What follows belongs to an exercise in optimizing a design on an open flow for small area, a short achievable clock period and few clock cycles per item; a production flow would make more cautious choices. Function was checked by simulation only, so behaviour that the tests miss may differ from the original. Power figures rest on the tool's default switching activity, not on a simulated workload.

==> inputs of run F <==
## dsdec
module dsdec (
    input  wire        clk,
    input  wire        rst,
    input  wire        in_valid,
    output wire        in_ready,
    input  wire [15:0] in_cmd,
    input  wire [23:0] in_opnd,
    output wire        out_valid,
    input  wire        out_ready,
    output wire [23:0] out_result,
    output wire [1:0]  out_err
);
export LEC_CHECK = 0
export ABC_AREA = 1
export ABC_CLOCK_PERIOD_IN_PS = 9000
export CAP_MARGIN = 40
export CORE_MARGIN = 2
export CORE_UTILIZATION = 50
export SLEW_MARGIN = 60
create_clock -name core_clock -period 40.0 [get_ports {clk}]
standard.sh (not shown) runs the stock make flow with config.mk's settings and CLKGATE_MAP_FILE= SYNTH_SCRIPT=/design/flow/synth_recipe.tcl, a recipe that flattens the netlist after the stock synthesis.
==> flow/flow/run.sh <==
#!/bin/bash
# The standard layout (the standard.sh, unchanged synthesis and steps),
# with one change: the buffers that placement puts on the input and output
# ports are sky130_fd_sc_hd__buf_2 instead of the buffer_ports default.
# The make output of the whole run goes to flow_make.log in this folder;
# each ORFS step also writes its own log under orfs/logs/.
set -euo pipefail
bash standard.sh "BUFFER_PORTS_ARGS=-buffer_cell sky130_fd_sc_hd__buf_2" finish > flow_make.log 2>&1
==> run D (differences from run F) <==
--- a/flow/design.v
+++ b/flow/design.v
@@ -583,15 +583,16 @@
                            .a(a), .xo(m0), .yo(m1), .zo(m2));
     wire [10:0] hue_raw;
     dsdec_hue_raw u_hue_raw (.r(x), .g(y), .b(z), .raw_o(hue_raw));
     reg [23:0] aux;
     always @* begin
         case (op)
-            4'h1, 4'h6: aux = opnd0;                   
+            4'h1:       aux = {8'd0, opnd0[15:0]};
             4'h2:       aux = {enc_x, enc_y, enc_z};
             4'h3, 4'h4: aux = dec_v;
+            4'h6:       aux = opnd0;
             default: begin
                 case (sel)
                     3'd0:       aux = {f_r, f_g, f_b};
                     3'd1:       aux = {8'd0, dep_triangle};
                     3'd2:       aux = {8'd0, dec_v[15:0]};
                     3'd3, 3'd4: aux = {8'd0, dep_packed};
@@ -671,37 +672,39 @@
     wire [7:0]  n0, n1, n2;
     dsdec_hfrom u_from (.xi(r2ar[23:16]), .yi(r2ar[15:8]), .zi(r2ar[7:0]), .a(a2),
                         .xo(n0), .yo(n1), .zo(n2));
     wire [23:0] nout = {n0, n1, n2};
     wire [2:0] hue_e1;
     dsdec_hue_c u_hue_c (.raw(f2[10:0]), .at(r2ar[15:0]), .q(q2), .e1(hue_e1));
-    wire [15:0] hil_acc;
-    dsdec_hil_fin u_fin (.dsh(dsh), .dir(dir), .f_r(f2[23:16]), .f_g(f2[15:8]), .f_b(f2[7:0]),
-                         .acc(hil_acc));
-    wire [23:0] r3a = hil2   ? {8'd0, hil_acc} :
-                      hue2   ? {5'd0, hue_e1, r2ar[15:0]} :
-                      hfrom2 ? nout : r2ar;
+    wire [45:0] r3a = hil2   ? {dir, f2, dsh} :
+                      hue2   ? {27'd0, hue_e1, r2ar[15:0]} :
+                      hfrom2 ? {22'd0, nout} : {22'd0, r2ar};
     reg        v3;
     reg [1:0]  err3;
-    reg        hue3, shl3, menc3;
+    reg        hil3, hue3, shl3, menc3;
     reg [4:0]  q3;
-    reg [23:0] r3ar;
+    reg [45:0] r3ar;
     always @(posedge clk) begin
         if (rst)     v3 <= 1'b0;
         else if (en) v3 <= v2;
         if (en) begin
             err3  <= err2;
+            hil3  <= hil2;
             hue3  <= hue2;
             shl3  <= hil2 || hue2 || menc2;
             menc3 <= menc2;
             q3    <= q2;
             r3ar  <= r3a;
         end
     end
+    wire [15:0] hil_acc;
+    dsdec_hil_fin u_fin (.dsh(r3ar[15:0]), .dir(r3ar[45:40]),
+                         .f_r(r3ar[39:32]), .f_g(r3ar[31:24]), .f_b(r3ar[23:16]),
+                         .acc(hil_acc));
     wire [15:0] hue_hq = r3ar[15:0] + {13'd0, r3ar[18:16]} - 16'd1;
-    wire [17:0] scaled = {2'd0, hue3 ? hue_hq : r3ar[15:0]} << (5'd16 - q3);
+    wire [17:0] scaled = {2'd0, hil3 ? hil_acc : hue3 ? hue_hq : r3ar[15:0]} << (5'd16 - q3);
     wire [7:0]  menc_x, menc_y, menc_z;
     dsdec_il_enc u_menc (.n({6'd0, scaled}), .groups(4'd6), .x(menc_x), .y(menc_y), .z(menc_z));
     wire [23:0] val4 = menc3 ? {menc_x, menc_y, menc_z} :
                        shl3  ? {8'd0, scaled[15:0]} : r3ar[23:0];
     wire [25:0] res4 = {err3, (err3 == 2'd0) ? val4 : 24'd0};
     reg        hv, sv;
CAP_MARGIN = 20   (was 40)
CORE_UTILIZATION = 60   (was 50)
SLEW_MARGIN = 20   (was 60)
==> run summary <==
                                                                      run F           run D
Power in the clock group                                             281 uW          282 uW
Run status                                                   finished clean  finished clean
Chip width                                                         275.2 um        254.0 um
Cell area after layout                                          0.03969 mm2     0.03950 mm2
Proportion of layout cells with a drive suffix above 1               6.719%          4.913%
Sum of net half-perimeters after detailed placement                103.3 mm        96.34 mm
Worst hold slack                                                  0.4192 ns       0.4249 ns
Fraction of the mapped netlist area in adder cells                   13.88%          13.51%
Number of clock buffers in the layout                                    38              44
Die Y                                                              275.2 um        254.0 um
Fraction of the mapped netlist area in compound gates                20.78%          20.55%
Cell depth of the worst setup path                                       66               1
Areal power density over the cells                             86.43 mW/mm2    80.35 mW/mm2
Routed length per placed instance                                  19.69 um        19.18 um
Vias in the first global route                                        35150           35210
Synthesized instance count                                             5549            5611
FILL cells                                                             7489            5821
Beginning of the critical path                            r2ar[5]$_DFFE_PP_   go$_SDFF_PP1_
R2R depth                                                                66              30
First-pass GRT wire length                                         198.3 mm        191.1 mm
Violation count after the first detailed-route iteration               3928            4661
Overall routed net length                                          129.1 mm        123.5 mm
Fraction of met2 tracks used by global routing                       53.46%          60.56%
Total number of multi-input combinational cells                        4352            4310
Testbench counts of run F, summed over its fixed seeds: cycles 16,040, items 16,000.
Testbench counts of run D, summed over its fixed seeds: cycles 16,040, items 16,000.

* * *

==> v1: inputs <==
Another version of the RTL of dsdec (not shown whole).
==> flow/design.v (excerpt) <==
module dsdec (
    input  wire        clk,
    input  wire        rst,
    input  wire        in_valid,
    output wire        in_ready,
    input  wire [15:0] in_cmd,
    input  wire [23:0] in_opnd,
    output wire        out_valid,
    input  wire        out_ready,
    output wire [23:0] out_result,
    output wire [1:0]  out_err
);
    reg go;
    assign in_ready = go;
    wire en;
    reg        v0;
    reg [15:0] cmd0;
    reg [23:0] opnd0;
    always @(posedge clk) begin
        if (rst)     v0 <= 1'b0;
        else if (en) v0 <= in_valid && go;
        if (en) begin
            cmd0  <= in_cmd;
            opnd0 <= in_opnd;
        end
    end
    wire [3:0] op  = cmd0[15:12];
    wire [2:0] sel = cmd0[11:9];
    wire [4:0] q   = cmd0[8:4];
    wire [3:0] a   = cmd0[3:0];
    wire [7:0] x   = opnd0[23:16];
    wire [7:0] y   = opnd0[15:8];
    wire [7:0] z   = opnd0[7:0];
    wire is_decode = (op == 4'h7);
    wire cfg_ok    = (q >= 5'd1) && (q <= 5'd16) && (a >= 4'd1) && (a <= 4'd8) &&
                     ({1'b0, a} <= q) &&
                     !(is_decode && (sel == 3'd3 || sel == 3'd4) && (q - {1'b0, a} > 5'd8));
    wire [1:0] err = (op == 4'h0 || op >= 4'h8) ? 2'd3 :
                     (is_decode && sel == 3'd7)  ? 2'd2 :
                     !cfg_ok                     ? 2'd1 : 2'd0;
  ...
clock: 40.0 ns
lec_check: 0
abc_area: 1
abc_clock_period_in_ps: 9000
cap_margin: 20
core_margin: 2
core_utilization: 50
slew_margin: 20
run.sh (not shown) runs the stock make flow with config.mk's settings and CLKGATE_MAP_FILE= SYNTH_SCRIPT=/design/flow/synth_recipe.tcl, a recipe that flattens the netlist after the stock synthesis.
Stock flow here: none of the scripts above is used.
==> inputs of v20, as changes to v1 <==
--- a/flow/design.v
+++ b/flow/design.v
@@ -489,15 +489,15 @@
     input  wire [23:0] in_opnd,
     output wire        out_valid,
     input  wire        out_ready,
     output wire [23:0] out_result,
     output wire [1:0]  out_err
 );
-    reg go;
-    assign in_ready = go;
+    reg  go;
     wire en;
+    assign in_ready = go;
     reg        v0;
     reg [15:0] cmd0;
     reg [23:0] opnd0;
     always @(posedge clk) begin
         if (rst)     v0 <= 1'b0;
         else if (en) v0 <= in_valid && go;
@@ -517,105 +517,107 @@
     wire cfg_ok    = (q >= 5'd1) && (q <= 5'd16) && (a >= 4'd1) && (a <= 4'd8) &&
                      ({1'b0, a} <= q) &&
                      !(is_decode && (sel == 3'd3 || sel == 3'd4) && (q - {1'b0, a} > 5'd8));
     wire [1:0] err = (op == 4'h0 || op >= 4'h8) ? 2'd3 :
                      (is_decode && sel == 3'd7)  ? 2'd2 :
                      !cfg_ok                     ? 2'd1 : 2'd0;
-    wire k_hil   = is_decode && sel == 3'd0;
-    wire k_hue   = is_decode && sel == 3'd6;
-    wire k_hto   = op == 4'h5;
+    wire k_hil  = is_decode && sel == 3'd0;
+    wire k_hue  = is_decode && sel == 3'd6;
+    wire k_hto  = op == 4'h5;
     wire k_hfrom = op == 4'h6;
-    wire [30:0] menc_sh = {15'd0, opnd0[15:0]} << (5'd16 - q);
-    wire [3:0]  enc_g   = (op == 4'h1) ? 4'd6 : a;
-    wire [23:0] enc_n   = (op == 4'h1) ? {6'd0, menc_sh[17:0]} : opnd0;
+    wire k_menc = op == 4'h1;
     wire [7:0]  enc_x, enc_y, enc_z;
-    dsdec_il_enc u_enc (.n(enc_n), .groups(enc_g), .x(enc_x), .y(enc_y), .z(enc_z));
-    wire [3:0]  dec_g   = (op == 4'h4) ? a : 4'd6;
+    dsdec_il_enc u_enc (.n(opnd0), .groups(a), .x(enc_x), .y(enc_y), .z(enc_z));
+    wire [3:0]  dec_g = (op == 4'h4) ? a : 4'd6;
     wire [23:0] dec_v;
     dsdec_il_dec u_dec (.x(x), .y(y), .z(z), .groups(dec_g), .v(dec_v));
     wire [15:0] dep_triangle, dep_packed, dep_phase;
     dsdec_dec_triangle u_tri (.r(x), .g(y), .b(z), .depth(dep_triangle));
     dsdec_dec_packed   u_pck (.r(x), .g(y), .q(q), .a(a), .split(sel == 3'd4), .depth(dep_packed));
     dsdec_dec_phase    u_pha (.r(x), .g(y), .depth(dep_phase));
-    reg [23:0] res1;
-    always @* begin
-        case (op)
-            4'h1, 4'h2: res1 = {enc_x, enc_y, enc_z};
-            4'h3, 4'h4: res1 = dec_v;
-            default: begin
-                case (sel)
-                    3'd1:       res1 = {8'd0, dep_triangle};
-                    3'd2:       res1 = {8'd0, dec_v[15:0]};
-                    3'd3, 3'd4: res1 = {8'd0, dep_packed};
-                    default:    res1 = {8'd0, dep_phase};
-                endcase
-            end
-        endcase
-    end
     wire signed [7:0] f_r, f_g, f_b;
     wire [7:0] co_r, co_g, co_b;
     dsdec_hsplit u_split_r (.c(x), .a(a), .f(f_r), .coarse(co_r));
     dsdec_hsplit u_split_g (.c(y), .a(a), .f(f_g), .coarse(co_g));
     dsdec_hsplit u_split_b (.c(z), .a(a), .f(f_b), .coarse(co_b));
     wire [7:0] m0, m1, m2;
     dsdec_hto_hi u_hto_hi (.xi(k_hto ? x : co_b), .yi(k_hto ? y : co_g), .zi(k_hto ? z : co_r),
                            .a(a), .xo(m0), .yo(m1), .zo(m2));
     wire [10:0] hue_raw;
     dsdec_hue_raw u_hue_raw (.r(x), .g(y), .b(z), .raw_o(hue_raw));
+    reg [23:0] aux;
+    always @* begin
+        case (op)
+            4'h1:       aux = {8'd0, opnd0[15:0]};
+            4'h2:       aux = {enc_x, enc_y, enc_z};
+            4'h3, 4'h4: aux = dec_v;
+            4'h6:       aux = opnd0;
+            default: begin
+                case (sel)
+                    3'd0:       aux = {f_r, f_g, f_b};
+                    3'd1:       aux = {8'd0, dep_triangle};
+                    3'd2:       aux = {8'd0, dec_v[15:0]};
+                    3'd3, 3'd4: aux = {8'd0, dep_packed};
+                    3'd6:       aux = {13'd0, hue_raw};
+                    default:    aux = {8'd0, dep_phase};
+                endcase
+            end
+        endcase
+    end
     reg        v1;
     reg [1:0]  err1;
-    reg        hil1, hue1, hto1, hfrom1;
+    reg        hil1, hue1, hto1, hfrom1, menc1;
     reg [3:0]  a1;
     reg [4:0]  q1;
     reg [23:0] h1r;        
-    reg [23:0] aux1;       
+    reg [23:0] aux1;
     always @(posedge clk) begin
         if (rst)     v1 <= 1'b0;
         else if (en) v1 <= v0;
         if (en) begin
-            err1   <= err;
-            hil1   <= k_hil;
-            hue1   <= k_hue;
-            hto1   <= k_hto;
+            err1  <= err;
+            hil1  <= k_hil;
+            hue1  <= k_hue;
+            hto1  <= k_hto;
             hfrom1 <= k_hfrom;
-            a1     <= a;
-            q1     <= q;
-            h1r    <= k_hfrom ? opnd0 : {m0, m1, m2};
-            aux1   <= k_hil ? {f_r, f_g, f_b} :
-                      k_hue ? {13'd0, hue_raw} : res1;
+            menc1 <= k_menc;
+            a1    <= a;
+            q1    <= q;
+            h1r   <= {m0, m1, m2};
+            aux1  <= aux;
         end
     end
     wire [7:0] h0, h1, h2;
     dsdec_hto_lo u_hto_lo (.xi(h1r[23:16]), .yi(h1r[15:8]), .zi(h1r[7:0]), .a(a1),
                            .xo(h0), .yo(h1), .zo(h2));
     wire [23:0] hdist;
     dsdec_il_dec u_dist (.x(h0), .y(h1), .z(h2), .groups(a1), .v(hdist));
     wire [2:0] clamp;
     dsdec_hil_clamp u_clamp (.d(hdist), .q(q1), .cl(clamp));
     wire [15:0] hue_at;
     dsdec_hue_b u_hue_b (.raw(aux1[10:0]), .q(q1), .at(hue_at));
-    wire [23:0] r2a = hil1   ? hdist :
-                      hto1   ? {h0, h1, h2} :
-                      hfrom1 ? h1r :
-                      hue1   ? {8'd0, hue_at} : aux1[23:0];
+    wire [23:0] r2a = hil1 ? hdist :
+                      hto1 ? {h0, h1, h2} :
+                      hue1 ? {8'd0, hue_at} : aux1;
     reg        v2;
     reg [1:0]  err2;
-    reg        hil2, hue2, hfrom2;
+    reg        hil2, hue2, hfrom2, menc2;
     reg [3:0]  a2;
     reg [4:0]  q2;
     reg [23:0] r2ar;       
-    reg [23:0] f2;
+    reg [23:0] f2;         
     reg [2:0]  cl2;
     always @(posedge clk) begin
         if (rst)     v2 <= 1'b0;
         else if (en) v2 <= v1;
         if (en) begin
             err2   <= err1;
             hil2   <= hil1;
             hue2   <= hue1;
             hfrom2 <= hfrom1;
+            menc2  <= menc1;
             a2     <= a1;
             q2     <= q1;
             r2ar   <= r2a;
             f2     <= aux1;
             cl2    <= clamp;
         end
@@ -629,32 +631,36 @@
     dsdec_hue_c u_hue_c (.raw(f2[10:0]), .at(r2ar[15:0]), .q(q2), .hq(hue_hq));
     wire [45:0] r3a = hil2   ? {dir, f2, dsh} :
                       hue2   ? {30'd0, hue_hq} :
                       hfrom2 ? {22'd0, nout} : {22'd0, r2ar};
     reg        v3;
     reg [1:0]  err3;
-    reg        hil3, hue3;
+    reg        hil3, shl3, menc3;
     reg [4:0]  q3;
     reg [45:0] r3ar;
     always @(posedge clk) begin
         if (rst)     v3 <= 1'b0;
         else if (en) v3 <= v2;
         if (en) begin
             err3  <= err2;
             hil3  <= hil2;
-            hue3  <= hue2;
+            shl3  <= hil2 || hue2 || menc2;
+            menc3 <= menc2;
             q3    <= q2;
             r3ar  <= r3a;
         end
     end
     wire [15:0] hil_acc;
     dsdec_hil_fin u_fin (.dsh(r3ar[15:0]), .dir(r3ar[45:40]),
                          .f_r(r3ar[39:32]), .f_g(r3ar[31:24]), .f_b(r3ar[23:16]),
                          .acc(hil_acc));
-    wire [15:0] scaled = (hil3 ? hil_acc : r3ar[15:0]) << (5'd16 - q3);
-    wire [23:0] val4 = (hil3 || hue3) ? {8'd0, scaled} : r3ar[23:0];
+    wire [17:0] scaled = {2'd0, hil3 ? hil_acc : r3ar[15:0]} << (5'd16 - q3);
+    wire [7:0]  menc_x, menc_y, menc_z;
+    dsdec_il_enc u_menc (.n({6'd0, scaled}), .groups(4'd6), .x(menc_x), .y(menc_y), .z(menc_z));
+    wire [23:0] val4 = menc3 ? {menc_x, menc_y, menc_z} :
+                       shl3  ? {8'd0, scaled[15:0]} : r3ar[23:0];
     wire [25:0] res4 = {err3, (err3 == 2'd0) ? val4 : 24'd0};
     reg        hv, sv;
     reg [25:0] head, skid;
     assign en      = go || !v3;
     wire push      = go && v3;
     wire head_free = !hv || out_ready;
==> comparison table <==
Result of the run: v20 finished clean; v1 finished clean
Power consumed by combinational cells: v20 2.61 mW; v1 2.44 mW
Layout non-clock buf frac: v20 2.90%; v1 2.97%
Initial core utilization: v20 50.6%; v1 50.2%
Flip-flop and latch count after synthesis: v20 285; v1 282
Layout cells sized above 1: v20 4.73%; v1 4.81%
Via Count: v20 42,200; v1 44,100
Mux share of post-synthesis cell area: v20 1.43%; v1 1.13%
Max_slew headroom: v20 16.8%; v1 21.0%
Maximum number of pins on one net before global-route repair: v20 98; v1 85
Pwr Total: v20 3.36 mW; v1 3.20 mW
Largest stage delay, worst path: v20 0.57 ns; v1 0.55 ns
Logic inverters: v20 821; v1 875
Post-Route Utilization: v20 54.3%; v1 53.9%
Global routing met3 resource utilization: v20 4.07%; v1 4.71%
Clock group share of total power: v20 9.4%; v1 10.7%
HPWL Detailed: v20 118 mm; v1 124 mm
Clk_buf instances: v20 40; v1 45
Met2 global-route usage: v20 60.9%; v1 60.3%
First-pass GRT wire length: v20 229 mm; v1 241 mm
Count of flip-flops with a built-in enable after synthesis: v20 278; v1 275
Testbench counts of v1, summed over its fixed seeds: cycles 16,040, items 16,000.
Testbench counts of v20, summed over its fixed seeds: cycles 16,040, items 16,000.

[port drivers added, routing unchanged]
In the flow no input, the clock included, has a driving cell. The finished layouts below were timed again as built, in two steps. Step 1 assumes that a clkbuf_16 drives the clock port and a buf_2 every other input. Step 2, shift: input delay + t, output delay - t, t = (earliest + latest rising clock arrival at the registers) / 2. This alone moves slack from input paths to output paths. Slacks: ideal / step 1 / step 2; pairs: ideal / step 1.
run	t (ns)	setup slack, ns	worst setup path after step 2	worst register clock-pin slew, ns
run F	0.655	29.855 / 29.855 / 29.855	register to register	0.07 / 0.07
run D	0.659	30.878 / 30.818 / 30.963	input to register	0.07 / 0.07
v1	0.635	30.504 / 30.439 / 30.573	input to register	0.06 / 0.06
v20	0.634	30.484 / 30.415 / 30.517	input to register	0.07 / 0.07
After both steps every run listed still meets setup and hold.
